This design comes from an exercise in tuning for small area, a short achievable clock period and few clock cycles on the open sky130 flow, not from production work.
At most, simulation tests tie the RTL to the original design; equivalence was not proved.
The clock port is modelled as an ideal driver; clocking choices that lean on that would not hold on a real chip.
Power is estimated from default activity; no workload was simulated.

v41:
==> flow/design.v <==
module touch_channel (
    input  wire        clk,
    input  wire        clr,         
    input  wire        edge_en,     
    input  wire        hold_en,     
    input  wire [31:0] now,         
    output wire [31:0] t_new,       
    output wire [31:0] t_old_n,     
    output wire [9:0]  wrap_flags,  
    output wire        first_out    
);
    reg [31:0] ts [0:9];
    reg [31:0] t10n;                
    reg [9:0]  w;
    reg [3:0]  cnt;                 
    reg        first;
    wire [31:0] lt_b = ~now & ts[0];
    wire [31:0] gt_b = now & ~ts[0];
    reg         wrap_in;
    integer j;
    always @(*) begin
        wrap_in = 1'b0;
        for (j = 0; j < 32; j = j + 1)
            wrap_in = lt_b[j] | (~gt_b[j] & wrap_in);
    end
    integer i;
    wire [31:0] sh = {32{edge_en}};
    wire [31:0] hd = {32{hold_en}};
    always @(posedge clk) begin
        ts[0] <= (sh & now) | (hd & ts[0]);
        for (i = 1; i < 10; i = i + 1)
            ts[i] <= (sh & ts[i-1]) | (hd & ts[i]);
    end
    wire [31:0] ld_now = {32{edge_en & first}};
    wire [31:0] ld_old = {32{edge_en & ~first & (cnt == 4'd9)}};
    wire [31:0] ld_hd  = {32{hold_en | (~first & (cnt != 4'd9))}};
    always @(posedge clk)
        t10n <= (ld_now & ~now) | (ld_old & ~ts[9]) | (ld_hd & t10n);
    always @(posedge clk) begin
        if (edge_en) begin
            if (first)
                cnt <= 4'd0;
            else if (cnt != 4'd9)
                cnt <= cnt + 4'd1;
        end
    end
    always @(posedge clk) begin
        if (clr) begin
            w     <= 10'd0;
            first <= 1'b1;
        end else if (edge_en) begin
            w     <= {w[8:0], wrap_in & ~first};
            first <= 1'b0;
        end
    end
    assign t_new     = ts[0];
    assign t_old_n   = t10n;
    assign wrap_flags = w;
    assign first_out = first;
endmodule
module quad_decoder #(
    parameter ENC_LIMIT = 96
) (
    input  wire       clk,
    input  wire       clr,          
    input  wire [1:0] clr_ab,       
    input  wire       edge_en,      
    input  wire [1:0] ab,           
    input  wire       zero_en,      
    input  wire       press_en,     
    input  wire       btn_rd_en,    
    output wire [7:0] position,     
    output wire       btn           
);
    reg signed [7:0] count;
    reg        [1:0] last_ab;
    reg              btn_latch;
    reg signed [1:0] qdelta;
    always @(*) begin
        case ({last_ab, ab})
            4'b00_01, 4'b01_11, 4'b11_10, 4'b10_00: qdelta = 2'sd1;
            4'b00_10, 4'b10_11, 4'b11_01, 4'b01_00: qdelta = -2'sd1;
            default:                                qdelta = 2'sd0;
        endcase
    end
    wire signed [7:0] count_step = count + {{6{qdelta[1]}}, qdelta};
    wire lap = (count_step >= ENC_LIMIT) || (count_step <= -ENC_LIMIT);
    always @(posedge clk) begin
        if (clr) begin
            count     <= 8'sd0;
            last_ab   <= clr_ab;
            btn_latch <= 1'b0;
        end else begin
            if (edge_en) begin
                count   <= lap ? 8'sd0 : count_step;
                last_ab <= ab;
            end else if (zero_en) begin
                count <= 8'sd0;
            end
            if (press_en)
                btn_latch <= 1'b1;
            else if (btn_rd_en)
                btn_latch <= 1'b0;
        end
    end
    wire [7:0] count_adj = count + {6'd0, count[7], count[7]};
    assign position = {{2{count_adj[7]}}, count_adj[7:2]};
    assign btn      = btn_latch;
endmodule
module btmp3_sensor_core (
    input  wire        clk,
    input  wire        rst,         
    input  wire        cmd_valid,
    output wire        cmd_ready,
    input  wire [7:0]  cmd_op,
    input  wire [31:0] cmd_arg,
    input  wire [31:0] thresh0,
    input  wire [31:0] thresh1,
    output reg         rsp_valid,
    output reg  [7:0]  rsp_data
);
    localparam OP_TOUCH_IS_TOUCHED = 7'b0000100;    
    localparam OP_ENC_GET_POSITION = 8'h0C;
    localparam OP_ENC_RESET_POS    = 8'h0D;
    localparam OP_ENC_BUTTON       = 8'h0E;
    localparam OP_EV_TOUCH_EDGE    = 7'b0010100;    
    localparam OP_EV_ENC_EDGE      = 6'b001100;     
    localparam OP_EV_BTN_PRESS     = 8'h34;
    localparam OP_RESET            = 6'b111100;     
    assign cmd_ready = 1'b1;
    reg        c_valid;
    reg [7:0]  c_op;
    reg [31:0] c_arg;
    reg        c_rst;
    reg [31:0] c_thn;               
    reg [1:0]  c_edge, c_hold;      
    always @(posedge clk) begin
        c_valid <= cmd_valid & ~rst;
        c_op    <= cmd_op;
        c_arg   <= cmd_arg;
        c_rst   <= rst;
        c_edge  <= {2{cmd_valid & (cmd_op[7:1] == OP_EV_TOUCH_EDGE)}} & {cmd_op[0], ~cmd_op[0]};
        c_hold  <= ~({2{cmd_valid & (cmd_op[7:1] == OP_EV_TOUCH_EDGE)}} & {cmd_op[0], ~cmd_op[0]});
        c_thn   <= ~(cmd_op[0] ? thresh1 : thresh0);
    end
    wire fire = c_valid;
    wire is_poll      = fire && (c_op[7:1] == OP_TOUCH_IS_TOUCHED);
    wire is_get_pos   = fire && (c_op == OP_ENC_GET_POSITION);
    wire is_reset_pos = fire && (c_op == OP_ENC_RESET_POS);
    wire is_btn_rd    = fire && (c_op == OP_ENC_BUTTON);
    wire is_touch     = fire && (c_op[7:1] == OP_EV_TOUCH_EDGE);
    wire is_enc       = fire && (c_op[7:2] == OP_EV_ENC_EDGE);
    wire is_press     = fire && (c_op == OP_EV_BTN_PRESS);
    wire is_reset     = fire && (c_op[7:2] == OP_RESET);
    wire       clr    = c_rst || is_reset;
    wire [1:0] clr_ab = c_rst ? 2'b00 : c_op[1:0];
    wire [31:0] tn0, ton0, tn1, ton1;
    wire [9:0]  wf0, wf1;
    wire        f0, f1;
    wire [7:0]  position;
    wire        btn;
    touch_channel u_touch0 (
        .clk       (clk),
        .clr       (clr),
        .edge_en   (c_edge[0]),
        .hold_en   (c_hold[0]),
        .now       (c_arg),
        .t_new     (tn0),
        .t_old_n   (ton0),
        .wrap_flags(wf0),
        .first_out (f0)
    );
    touch_channel u_touch1 (
        .clk       (clk),
        .clr       (clr),
        .edge_en   (c_edge[1]),
        .hold_en   (c_hold[1]),
        .now       (c_arg),
        .t_new     (tn1),
        .t_old_n   (ton1),
        .wrap_flags(wf1),
        .first_out (f1)
    );
    quad_decoder u_enc (
        .clk       (clk),
        .clr       (clr),
        .clr_ab    (clr_ab),
        .edge_en   (is_enc),
        .ab        (c_op[1:0]),
        .zero_en   (is_reset_pos),
        .press_en  (is_press),
        .btn_rd_en (is_btn_rd),
        .position  (position),
        .btn       (btn)
    );
    wire        sel   = c_op[0];
    wire [31:0] tn    = sel ? tn1 : tn0;
    wire [31:0] ton   = sel ? ton1 : ton0;
    wire [9:0]  wf    = sel ? wf1 : wf0;
    wire [3:0]  wr    = wf[0] + wf[1] + wf[2] + wf[3] + wf[4]
                      + wf[5] + wf[6] + wf[7] + wf[8] + wf[9];
    wire        fst   = sel ? f1  : f0;
    wire [37:0] op_a = {2'b00, wr, tn};
    wire [37:0] op_b = {6'b111111, ton};
    wire [37:0] op_c = {3'b111, c_thn, 3'b111};
    wire [37:0] op_d = {5'b11111, c_thn, 1'b1};
    wire [37:0] s1   = op_a ^ op_b ^ op_c;
    wire [37:0] c1   = {(op_a[36:0] & op_b[36:0]) | (op_a[36:0] & op_c[36:0]) | (op_b[36:0] & op_c[36:0]), 1'b1};
    wire [37:0] s2   = s1 ^ c1 ^ op_d;
    wire [37:0] c2   = {(s1[36:0] & c1[36:0]) | (s1[36:0] & op_d[36:0]) | (c1[36:0] & op_d[36:0]), 1'b1};
    wire [36:0] lo_lt = ~s2[36:0] & ~c2[36:0];
    wire [36:0] lo_gt = s2[36:0] & c2[36:0];
    reg         lo_less;
    integer k;
    always @(*) begin
        lo_less = 1'b0;
        for (k = 0; k < 37; k = k + 1)
            lo_less = lo_lt[k] | (~lo_gt[k] & lo_less);
    end
    wire        sign = s2[37] ^ c2[37] ^ ~lo_less;
    wire        touched = fst ? (&c_thn) : ~sign;
    always @(posedge clk) begin
        rsp_valid <= ~rst & (is_poll | is_get_pos | is_btn_rd);
        if (!c_op[2])
            rsp_data <= {7'd0, touched};
        else if (!c_op[1])
            rsp_data <= position;
        else
            rsp_data <= {7'd0, btn};
    end
endmodule
export LEC_CHECK = 0
export CAP_MARGIN = 20
export CORE_MARGIN = 2
export CORE_UTILIZATION = 70
export CTS_BUF_LIST = sky130_fd_sc_hd__clkbuf_16
export CTS_CLUSTER_DIAMETER = 90
export CTS_CLUSTER_SIZE = 30
export SLEW_MARGIN = 20
create_clock -name core_clock -period 30.0 [get_ports {clk}]
standard.sh (not shown) runs the stock make flow with config.mk's settings and CLKGATE_MAP_FILE= SYNTH_SCRIPT=/design/flow/synth_recipe.tcl, a recipe that flattens the netlist after the stock synthesis.
==> flow/flow/run.sh <==
#!/bin/bash
# The standard layout (standard.sh) with these changes:
# - the port buffers that global placement inserts are plain
#   sky130_fd_sc_hd__buf_1 cells instead of the delay buffers it picks by
#   default (every port still gets its buffer);
# - the buffers that synthesis's ABC inserted are removed at floorplan, and
#   the placement's repair_design buffers the nets again;
# - clock tree synthesis inserts no dummy loads.
# make's full output goes to layout.log; each ORFS step keeps its own log
# under orfs/logs/.
set -euo pipefail
bash standard.sh \
  "BUFFER_PORTS_ARGS=-buffer_cell sky130_fd_sc_hd__buf_1" \
  "REMOVE_ABC_BUFFERS=1" \
  "CTS_ARGS=-sink_clustering_enable -repair_clock_nets -sink_clustering_size 30 -sink_clustering_max_diameter 90 -buf_list sky130_fd_sc_hd__clkbuf_16 -dont_use_dummy_load" \
  finish > layout.log 2>&1
Testbench counts of v41, summed over its fixed seeds: cycles 24,016.
Here is what was changed in the inputs of v36 compared with v41.
# v41
export LEC_CHECK = 0
export CAP_MARGIN = 20
export CORE_MARGIN = 2
export CORE_UTILIZATION = 70
export CTS_BUF_LIST = sky130_fd_sc_hd__clkbuf_16
export CTS_CLUSTER_DIAMETER = 90
export CTS_CLUSTER_SIZE = 30
export SLEW_MARGIN = 20
create_clock -name core_clock -period 30.0 [get_ports {clk}]
# v36
export LEC_CHECK = 0
export CAP_MARGIN = 20
export CORE_MARGIN = 2
export CORE_UTILIZATION = 80
export CTS_BUF_LIST = sky130_fd_sc_hd__clkbuf_16
export CTS_CLUSTER_DIAMETER = 90
export CTS_CLUSTER_SIZE = 30
export SLEW_MARGIN = 20
create_clock -name core_clock -period 30.0 [get_ports {clk}]
Results
- v36: cell-internal power is about 1.4% lower than what v41 reported.
- On post-cts sizing count, v36 and v41 are basically level.
- Met2 routed wirelength: v36 vs v41 up 5.3%
- [v36] total track usage rose 4.7 points relative to v41
Changes in v52 relative to v36:
# v36
export LEC_CHECK = 0
export CAP_MARGIN = 20
export CORE_MARGIN = 2
export CORE_UTILIZATION = 80
export CTS_BUF_LIST = sky130_fd_sc_hd__clkbuf_16
export CTS_CLUSTER_DIAMETER = 90
export CTS_CLUSTER_SIZE = 30
export SLEW_MARGIN = 20
create_clock -name core_clock -period 30.0 [get_ports {clk}]
# v52
export LEC_CHECK = 0
export CAP_MARGIN = 20
export CORE_MARGIN = 2
export CORE_UTILIZATION = 70
export CTS_BUF_LIST = sky130_fd_sc_hd__clkbuf_16
export CTS_CLUSTER_DIAMETER = 90
export CTS_CLUSTER_SIZE = 30
export SLEW_MARGIN = 20
create_clock -name core_clock -period 30.0 [get_ports {clk}]
diff --git a/flow/flow/run.sh b/flow/flow/run.sh
--- a/flow/flow/run.sh
+++ b/flow/flow/run.sh
@@ -7,3 +7,5 @@
 #   the placement's repair_design buffers the nets again;
-# - clock tree synthesis inserts no dummy loads.
+# - clock tree synthesis inserts no dummy loads;
+# - after global placement, post_gp.tcl gives the response outputs a buf_2
+#   port buffer and a dfxtp_2 flip-flop (drive strength only).
 # make's full output goes to layout.log; each ORFS step keeps its own log
@@ -14,2 +16,3 @@
   "REMOVE_ABC_BUFFERS=1" \
+  "POST_GLOBAL_PLACE_TCL=$PWD/flow/post_gp.tcl" \
   "CTS_ARGS=-sink_clustering_enable -repair_clock_nets -sink_clustering_size 30 -sink_clustering_max_diameter 90 -buf_list sky130_fd_sc_hd__clkbuf_16 -dont_use_dummy_load" \
==> flow/flow/post_gp.tcl (new file) <==
# Run after global placement (POST_GLOBAL_PLACE_TCL): faster cells on the
# response outputs. Each output port's buffer becomes buf_2 and the response
# flip-flop that feeds it dfxtp_2 (same functions, more drive); detailed
# placement legalizes them afterwards.
foreach port [get_ports {rsp_valid rsp_data[*]}] {
  set net [get_nets [get_full_name $port]]
  foreach pin [get_pins -of_objects $net -filter "direction==output"] {
    set buf [get_cells -of_objects $pin]
    replace_cell $buf sky130_fd_sc_hd__buf_2
    foreach ipin [get_pins -of_objects $buf -filter "direction==input"] {
      foreach dpin [get_pins -of_objects [get_nets -of_objects $ipin] -filter "direction==output"] {
        set ff [get_cells -of_objects $dpin]
        if {[get_property $ff ref_name] == "sky130_fd_sc_hd__dfxtp_1"} {
          replace_cell $ff sky130_fd_sc_hd__dfxtp_2
        }
      }
    }
  }
}
estimate_parasitics -placement
Findings:
The run with more setup slack is v52; v36 has less. The capturing element of the worst setup path comes out rsp_data[6] in one run and rsp_data[7] in the other, namely in v36 and v52 respectively. When v52 is set beside v36, its met3 global-route usage turns out to be 0.36 points smaller. Going from v36 to v52, non-clock buffer count fell 1, post-detailed-placement cell area rose about 0.36%, total power rose 0.024 mW.

---

btmp3_sensor_core, a different RTL version from the one above (not shown whole).
Size: roughly 2500 cells after synthesis, roughly 800 flip-flops, roughly 120 I/O pins.
clock: 30.0 ns
lec_check: 0
cap_margin: 20
core_margin: 2
core_utilization: 70
cts_buf_list: sky130_fd_sc_hd__clkbuf_16
cts_cluster_diameter: 90
cts_cluster_size: 30
slew_margin: 20
==> flow/flow/run.sh <==
#!/bin/bash
# The standard layout (standard.sh) with these changes:
# - the port buffers that global placement inserts are plain
#   sky130_fd_sc_hd__buf_1 cells instead of the delay buffers it picks by
#   default (every port still gets its buffer);
# - the buffers that synthesis's ABC inserted are removed at floorplan, and
#   the placement's repair_design buffers the nets again;
# - clock tree synthesis inserts no dummy loads;
# - after global placement, post_gp.tcl gives the response outputs a buf_2
#   port buffer and a dfxtp_2 flip-flop, and an input port buffer with a
#   large fanout a buf_8 (drive strength only);
# - after clock tree synthesis, post_cts.tcl splits each first-level clock
#   buffer in two (half the leaf buffers each).
# make's full output goes to layout.log; each ORFS step keeps its own log
# under orfs/logs/.
set -euo pipefail
bash standard.sh \
  "BUFFER_PORTS_ARGS=-buffer_cell sky130_fd_sc_hd__buf_1" \
  "REMOVE_ABC_BUFFERS=1" \
  "POST_GLOBAL_PLACE_TCL=$PWD/flow/post_gp.tcl" \
  "POST_CTS_TCL=$PWD/flow/post_cts.tcl" \
  "CTS_ARGS=-sink_clustering_enable -repair_clock_nets -sink_clustering_size 30 -sink_clustering_max_diameter 90 -buf_list sky130_fd_sc_hd__clkbuf_16 -dont_use_dummy_load" \
  finish > layout.log 2>&1
==> flow/flow/post_cts.tcl <==
# Run after clock tree synthesis (POST_CTS_TCL): split each first-level
# clock buffer in two, so that the root buffer drives twice as many
# first-level buffers, each with half the leaf buffers (by position).
set block [ord::get_db_block]
set db [ord::get_db]
set master [$db findMaster sky130_fd_sc_hd__clkbuf_16]
set clk [$block findNet clk]
set root ""
foreach it [$clk getITerms] { set root [$it getInst] }
set rnet [[$root findITerm X] getNet]
set l1s {}
foreach it [$rnet getITerms] { if {[$it isInputSignal]} { lappend l1s [$it getInst] } }
set n 0
foreach b $l1s {
  set onet [[$b findITerm X] getNet]
  set loads {}
  foreach it [$onet getITerms] { if {[$it isInputSignal]} { lappend loads $it } }
  set pts {}
  foreach it $loads { set bb [[$it getInst] getBBox]; lappend pts [list $it [expr {([$bb xMin]+[$bb xMax])/2}] [expr {([$bb yMin]+[$bb yMax])/2}]] }
  set xs [lsort -integer [lmap p $pts {lindex $p 1}]]; set ys [lsort -integer [lmap p $pts {lindex $p 2}]]
  set dx [expr {[lindex $xs end] - [lindex $xs 0]}]; set dy [expr {[lindex $ys end] - [lindex $ys 0]}]
  set idx [expr {$dx >= $dy ? 1 : 2}]
  set sorted [lsort -integer -index $idx $pts]
  set half [lrange $sorted [expr {[llength $sorted]/2}] end]
  set cx 0; set cy 0
  foreach p $half { set cx [expr {$cx + [lindex $p 1]}]; set cy [expr {$cy + [lindex $p 2]}] }
  set cx [expr {$cx / [llength $half]}]; set cy [expr {$cy / [llength $half]}]
  set nb [odb::dbInst_create $block $master "[$b getName]_split"]
  $nb setLocation $cx $cy
  $nb setPlacementStatus PLACED
  set nn [odb::dbNet_create $block "[$onet getName]_split"]
  $nn setSigType CLOCK
  [$nb findITerm A] connect $rnet
  [$nb findITerm X] connect $nn
  foreach p $half { set it [lindex $p 0]; $it disconnect; $it connect $nn }
  # move the original buffer to the centroid of the loads it keeps
  set keep [lrange $sorted 0 [expr {[llength $sorted]/2 - 1}]]
  set kx 0; set ky 0
  foreach p $keep { set kx [expr {$kx + [lindex $p 1]}]; set ky [expr {$ky + [lindex $p 2]}] }
  $b setLocation [expr {$kx / [llength $keep]}] [expr {$ky / [llength $keep]}]
  incr n
}
puts "split_l1: split $n first-level clock buffers"
detailed_placement
estimate_parasitics -placement
Other scripts of this flow, unchanged in this note and not shown: flow/flow/post_gp.tcl
==> next run, changes <==
--- a/flow/flow/run.sh
+++ b/flow/flow/run.sh
@@ -9,7 +9,5 @@
 # - after global placement, post_gp.tcl gives the response outputs a buf_2
 #   port buffer and a dfxtp_2 flip-flop, and an input port buffer with a
-#   large fanout a buf_8 (drive strength only);
-# - after clock tree synthesis, post_cts.tcl splits each first-level clock
-#   buffer in two (half the leaf buffers each).
+#   large fanout a buf_8 (drive strength only).
 # make's full output goes to layout.log; each ORFS step keeps its own log
 # under orfs/logs/.
@@ -19,5 +17,4 @@
   "REMOVE_ABC_BUFFERS=1" \
   "POST_GLOBAL_PLACE_TCL=$PWD/flow/post_gp.tcl" \
-  "POST_CTS_TCL=$PWD/flow/post_cts.tcl" \
   "CTS_ARGS=-sink_clustering_enable -repair_clock_nets -sink_clustering_size 30 -sink_clustering_max_diameter 90 -buf_list sky130_fd_sc_hd__clkbuf_16 -dont_use_dummy_load" \
   finish > layout.log 2>&1
removed: flow/flow/post_cts.tcl
- The changed run produced a clean layout
- die area stays the same
- setup slack is worse by 42 ps
- clock skew went up by 4.5 ps
- total power decreases by 1.1%
- global-route usage is lower by 0.35 points
- clock power falls by about 4%
No run of this note included a check of the RTL's function; only the layout flow was run.

-- what the ideal ports hide --
In the flow no input, the clock included, has a driving cell. The finished layouts below were timed again as built, in two steps.
Step 1 assumes that a clkbuf_16 drives the clock port and a buf_2 every other input.
Step 2 moves the port delays by t, midway between the first and last clock arrival at a register: inputs arrive t later, outputs are due t later. That takes back most of the time a late clock gives input paths.
a / b / c = ideal ports / drivers / drivers and shift; a / b = the first two.
run | shift t [ns] | setup slack, ns | hold slack, ns | worst setup path at the end | pins driven straight from the clock port
v41 | 0.624 | 22.927 / 22.869 / 22.933 | 0.458 / 0.458 / 0.458 | input to register | 1
v36 | 0.667 | 22.857 / 22.801 / 22.892 | 0.467 / 0.467 / 0.467 | input to register | 1
v52 | 0.620 | 22.973 / 22.917 / 22.938 | 0.453 / 0.453 / 0.453 | input to register | 1
the first run of note 2 | 0.629 | 22.950 / 22.890 / 22.466 | 0.472 / 0.472 / 0.472 | input to register | 1
the second run of note 2 | 0.668 | 22.908 / 22.848 / 22.466 | 0.466 / 0.466 / 0.466 | input to register | 1
After both steps every run listed still meets setup and hold. For the first run of note 2, which loses most, drivers alone change the setup slack by -0.060 ns; drivers and shift together by -0.484 ns.
